This is an optimization exercise on Yosys and OpenROAD, whose aim is small area, not a production implementation.
Function was checked by simulation only, so behaviour that the tests miss may differ from the original.
Power and IR drop assume default switching activity.

== indigo ==
// gfte
module gfte (
    input  wire        clk,
    input  wire        rst,         
    input  wire        hsel,
    input  wire        hwrite,
    input  wire [17:0] haddr,
    input  wire [2:0]  hsize,
    input  wire [31:0] hwdata,
    output reg  [31:0] hrdata,
    output reg         bus_err,
    output reg         tx_valid,
    output reg  [7:0]  tx_data,
    input  wire        tx_ready,
    input  wire        rx_valid,
    input  wire [7:0]  rx_data,
    input  wire        ch_closed,
    input  wire        ch_err,
    input  wire        tick,
    output reg         irq
);
For scale: ~2200 cells after synthesis, ~370 flip-flops, about 20000 µm² of cells after synthesis.
clock: 25.0 ns
lec_check: 0
cap_margin: 20
core_margin: 2
core_utilization: 50
place_density: 0.65
slew_margin: 20
standard.sh (not shown) runs the stock make flow with config.mk's settings and CLKGATE_MAP_FILE= SYNTH_SCRIPT=/design/flow/synth_recipe.tcl, a recipe that flattens the netlist after the stock synthesis.
==> flow/flow/run.sh <==
#!/bin/bash
# Layout flow: the standard flow (standard.sh) with three changes:
#  - synthesis maps with an area-oriented ABC script (flow/my_synth.tcl, flow/area.abc);
#  - the clock tree uses clkbuf_8 leaf clusters and no dummy loads;
#  - port buffers are buf_1 cells.
set -euo pipefail
W=$PWD
export GFTE_ABC_SCRIPT=$W/flow/area.abc
CTS="-sink_clustering_enable -repair_clock_nets -sink_clustering_size 14 -sink_clustering_max_diameter 50 -buf_list sky130_fd_sc_hd__clkbuf_8 -dont_use_dummy_load"
bash standard.sh SYNTH_SCRIPT=$W/flow/my_synth.tcl "CTS_ARGS=$CTS" "BUFFER_PORTS_ARGS=-buffer_cell sky130_fd_sc_hd__buf_1" finish > $W/flow_make.log 2>&1
==> flow/flow/area.abc <==
strash
&get -n
&deepsyn -T 60
&put
dch -f
amap
==> flow/flow/my_synth.tcl <==
proc synth {args} { yosys synth -nofsm -noshare {*}$args }
proc abc {args} {
  set i [lsearch -exact $args -script]
  if { $i >= 0 } {
    lset args [expr { $i + 1 }] $::env(GFTE_ABC_SCRIPT)
  }
  yosys abc {*}$args
}
source $::env(SCRIPTS_DIR)/synth.tcl
# left out here: clear keep_hierarchy, flatten, clean up, hide names made inside functions, write 1_2_yosys.v
#### Input delta (ember over indigo)
- a change of CORE_UTILIZATION from 50 to 40
- an added CTS_CLUSTER_SIZE of 16
- an added CTS_CLUSTER_DIAMETER of 60
- a change of PLACE_DENSITY from 0.65 to 0.6
- an added CTS_BUF_LIST of sky130_fd_sc_hd__clkbuf_8
- an added ABC_AREA of 1
==> flow/run.sh (new file) <==
#!/bin/bash
# synth_recipe.tcl (not shown) runs the flow's synth.tcl, then flattens the netlist and writes it again
# the make line also repeats each setting of config.mk as NAME=value (left out here)
make -C /OpenROAD-flow-scripts/flow DESIGN_CONFIG=/design/flow/config.mk WORK_HOME=/design/flow/orfs CLKGATE_MAP_FILE= SYNTH_SCRIPT=/design/flow/synth_recipe.tcl finish
removed: flow/flow/run.sh
removed: flow/flow/area.abc
removed: flow/flow/my_synth.tcl
removed: flow/standard.sh
[summary]
ember ends up with a largest net degree at the start of global routing that is 14 higher than in indigo. The timing endpoint of the critical path comes out hrdata[1] in one run and req[7]$_SDFFE_PP0P_ in the other, namely in ember and indigo respectively. Final cycle utilization of the critical path in ember is 17 points below indigo. Summary of the comparison: data-path buffer share of cell area in the final layout is higher in ember, relative to indigo. Looking only at global-route wire length before repair, and setting everything else aside, the lower value of ember and indigo goes to indigo. Compared with indigo, in ember detail-routed via count per cell moved down, clock input transition at the sequential cells of the worst setup and hold paths did not really move, net switching fraction of the power shows an increase of 19 points. indigo was smaller in final cell area than ember. Filler cell count, ember vs indigo: up by more than half. Non-clock buffer count, ember and indigo: larger value in ember.

========
job 466:
Another version of the RTL of gfte (not shown whole).
For scale: roughly 370 flip-flops, roughly 110 I/O pins, roughly 0.020 mm^2 of cells after synthesis.
export LEC_CHECK = 0
export CAP_MARGIN = 20
export CORE_MARGIN = 2
export CORE_UTILIZATION = 50
export PLACE_DENSITY = 0.65
export SLEW_MARGIN = 20
create_clock -name core_clock -period 25.0 [get_ports {clk}]
==> flow/flow/run.sh <==
#!/bin/bash
# Layout flow: the standard flow (standard.sh) with three changes:
#  - synthesis maps with area-oriented ABC scripts (flow/my_synth.tcl,
#    flow/area*.abc), several tried and the smallest kept;
#  - the clock tree uses clkbuf_8 leaf clusters and no dummy loads;
#  - port buffers are buf_1 cells.
set -euo pipefail
W=$PWD
export GFTE_ABC_DIR=$W/flow
export GFTE_ABC_CANDS="area1.abc:0 area1.abc:1 area1.abc:2 area2.abc:0 area2.abc:1 area3.abc:3 area3.abc:5"
CTS="-sink_clustering_enable -repair_clock_nets -sink_clustering_size 14 -sink_clustering_max_diameter 50 -buf_list sky130_fd_sc_hd__clkbuf_8 -dont_use_dummy_load"
bash standard.sh SYNTH_SCRIPT=$W/flow/my_synth.tcl "CTS_ARGS=$CTS" "BUFFER_PORTS_ARGS=-buffer_cell sky130_fd_sc_hd__buf_1" finish > $W/flow_make.log 2>&1
==> flow/flow/area3.abc <==
strash
&get -n
&deepsyn -T 60
&deepsyn -T 60 -S @SEED@
&put
dch -f
amap -F 6 -A 30
==> flow/flow/my_synth.tcl <==
proc synth {args} { yosys synth -nofsm -noshare {*}$args }
proc abc {args} {
  set i [lsearch -exact $args -script]
  set j [lsearch -exact $args -liberty]
  set lib [lindex $args [expr { $j + 1 }]]
  set tmp $::env(OBJECTS_DIR)
  yosys design -save gfte_pre_abc
  set best_area -1
  set best_seed -1
  foreach cand $::env(GFTE_ABC_CANDS) {
    lassign [split $cand :] file s
    set seed [file rootname $file]_$s
    set template [read [open $::env(GFTE_ABC_DIR)/$file r]]
    set f [open $tmp/gfte_abc_$seed.script w]
    puts $f [string map [list @SEED@ $s] $template]
    close $f
    set a $args
    lset a [expr { $i + 1 }] $tmp/gfte_abc_$seed.script
    yosys design -load gfte_pre_abc
    if { [catch { yosys abc {*}$a } msg] } {
      puts "GFTE abc seed $seed failed: $msg"
      continue
    }
    yosys tee -q -o $tmp/gfte_stat_$seed.txt stat -liberty $lib
    set area -1
    foreach line [split [read [open $tmp/gfte_stat_$seed.txt r]] "\n"] {
      if { [regexp {Chip area for module.*:\s*([0-9.]+)} $line -> v] } { set area $v }
    }
    puts "GFTE abc seed $seed: area $area"
    if { $area > 0 && ($best_area < 0 || $area < $best_area) } {
      set best_area $area
      set best_seed $seed
      yosys design -save gfte_best_abc
    }
  }
  puts "GFTE abc: kept seed $best_seed, area $best_area"
  yosys design -load gfte_best_abc
}
source $::env(SCRIPTS_DIR)/synth.tcl
# left out here: clear keep_hierarchy, flatten, clean up, hide names made inside functions, write 1_2_yosys.v
Other scripts of this flow, unchanged in this note and not shown: flow/flow/area1.abc, flow/flow/area2.abc
Modified inputs, job 3767 compared to job 466
Settings: changing PLACE_DENSITY from 0.65 to 0.75; changing CORE_UTILIZATION from 50 to 65.
==> flow/flow/run.sh <==
#!/bin/bash
# Layout flow: the standard flow (standard.sh) with three changes:
#  - synthesis maps with area-oriented ABC scripts (flow/my_synth.tcl,
#    flow/area*.abc), several tried and the smallest kept;
#  - the clock tree uses clkbuf_4 leaf clusters and no dummy loads;
#  - port buffers are buf_1 cells.
set -euo pipefail
W=$PWD
export GFTE_ABC_DIR=$W/flow
export GFTE_ABC_CANDS="area2.abc:0"
CTS="-sink_clustering_enable -repair_clock_nets -sink_clustering_size 8 -sink_clustering_max_diameter 40 -buf_list sky130_fd_sc_hd__clkbuf_4 -dont_use_dummy_load"
bash standard.sh SYNTH_SCRIPT=$W/flow/my_synth.tcl "CTS_ARGS=$CTS" "BUFFER_PORTS_ARGS=-buffer_cell sky130_fd_sc_hd__buf_1" finish > $W/flow_make.log 2>&1
Notes after the runs:
Job 3767 vs job 466: initial cell density of the core up in job 3767. [compare] base=job 466 new=job 3767: number of global-route vias before repair increased 503, wire length reported by the detailed router decreased 4.8%, post-detailed-placement cell area decreased about 1%, core utilization increased 16 points, non-clock buffer count decreased 3.2%.
Inputs modified between job 3767 and job 8070:
Settings: changing PLACE_DENSITY from 0.75 to 0.7; changing CORE_UTILIZATION from 65 to 60.
-- flow/flow/run.sh --
<<< job 3767, line 9
export GFTE_ABC_DIR=$W/flow
export GFTE_ABC_CANDS="area2.abc:0"
CTS="-sink_clustering_enable -repair_clock_nets -sink_clustering_size 8 -sink_clustering_max_diameter 40 -buf_list sky130_fd_sc_hd__clkbuf_4 -dont_use_dummy_load"
>>> job 8070, line 9
export GFTE_ABC_DIR=$W/flow
export GFTE_ABC_CANDS="area1.abc:0 area1.abc:2 area2.abc:0 area4.abc:0 area4.abc:2"
CTS="-sink_clustering_enable -repair_clock_nets -sink_clustering_size 8 -sink_clustering_max_diameter 40 -buf_list sky130_fd_sc_hd__clkbuf_4 -dont_use_dummy_load"
==> flow/flow/area4.abc (new file) <==
strash
&get -n
&deepsyn -T 60 -S @SEED@
&nf -p -R 1000
&put
removed: flow/flow/area3.abc
## What came out
Job 8070: all stages complete, timing, DRC and antenna checks passed
Job 8070 vs job 3767 — total placed instance area rose about 0.55%.
[job 8070] layout filler cell count rose about 20% relative to job 3767
Final antenna diode count: job 8070 vs job 3767 up 3
Job 8070: net switching fraction of the power 0.24 points above job 3767
The post-layout minimum cycle time of job 8070 was inferior to that of job 3767.

-- port drivers added, routing unchanged --
How much do the figures lean on ideal ports? The routed layouts below were timed once more, with nothing changed but the port constraints. Step 1 (the two cells are an assumption about what drives the block):
set clk [get_ports {clk}]
set_driving_cell -lib_cell sky130_fd_sc_hd__clkbuf_16 $clk
set_driving_cell -lib_cell sky130_fd_sc_hd__buf_2 [delete_from_list [all_inputs] $clk]
Step 2, shift: input delay + t, output delay - t, t = (earliest + latest rising clock arrival at the registers) / 2. This alone moves slack from input paths to output paths. Slacks: ideal / step 1 / step 2; pairs: ideal / step 1.
run	t (ns)	setup slack, ns	slew at the worst register clock pin (ns)	worst slew at a driven data input, ns
indigo	0.690	5.897 / 5.929 / 5.240	0.10 / 0.10	0.10
ember	0.728	10.171 / 10.147 / 10.147	0.11 / 0.11	0.09
job 466	0.680	5.081 / 5.110 / 4.430	0.10 / 0.10	0.12
job 3767	0.863	6.053 / 6.064 / 5.200	0.10 / 0.10	0.06
job 8070	0.881	5.243 / 5.273 / 4.392	0.11 / 0.11	0.13
After both steps every run listed still meets setup and hold. The setup slack of job 3767, which loses most, moves by +0.011 ns with the drivers and by -0.853 ns with both steps.
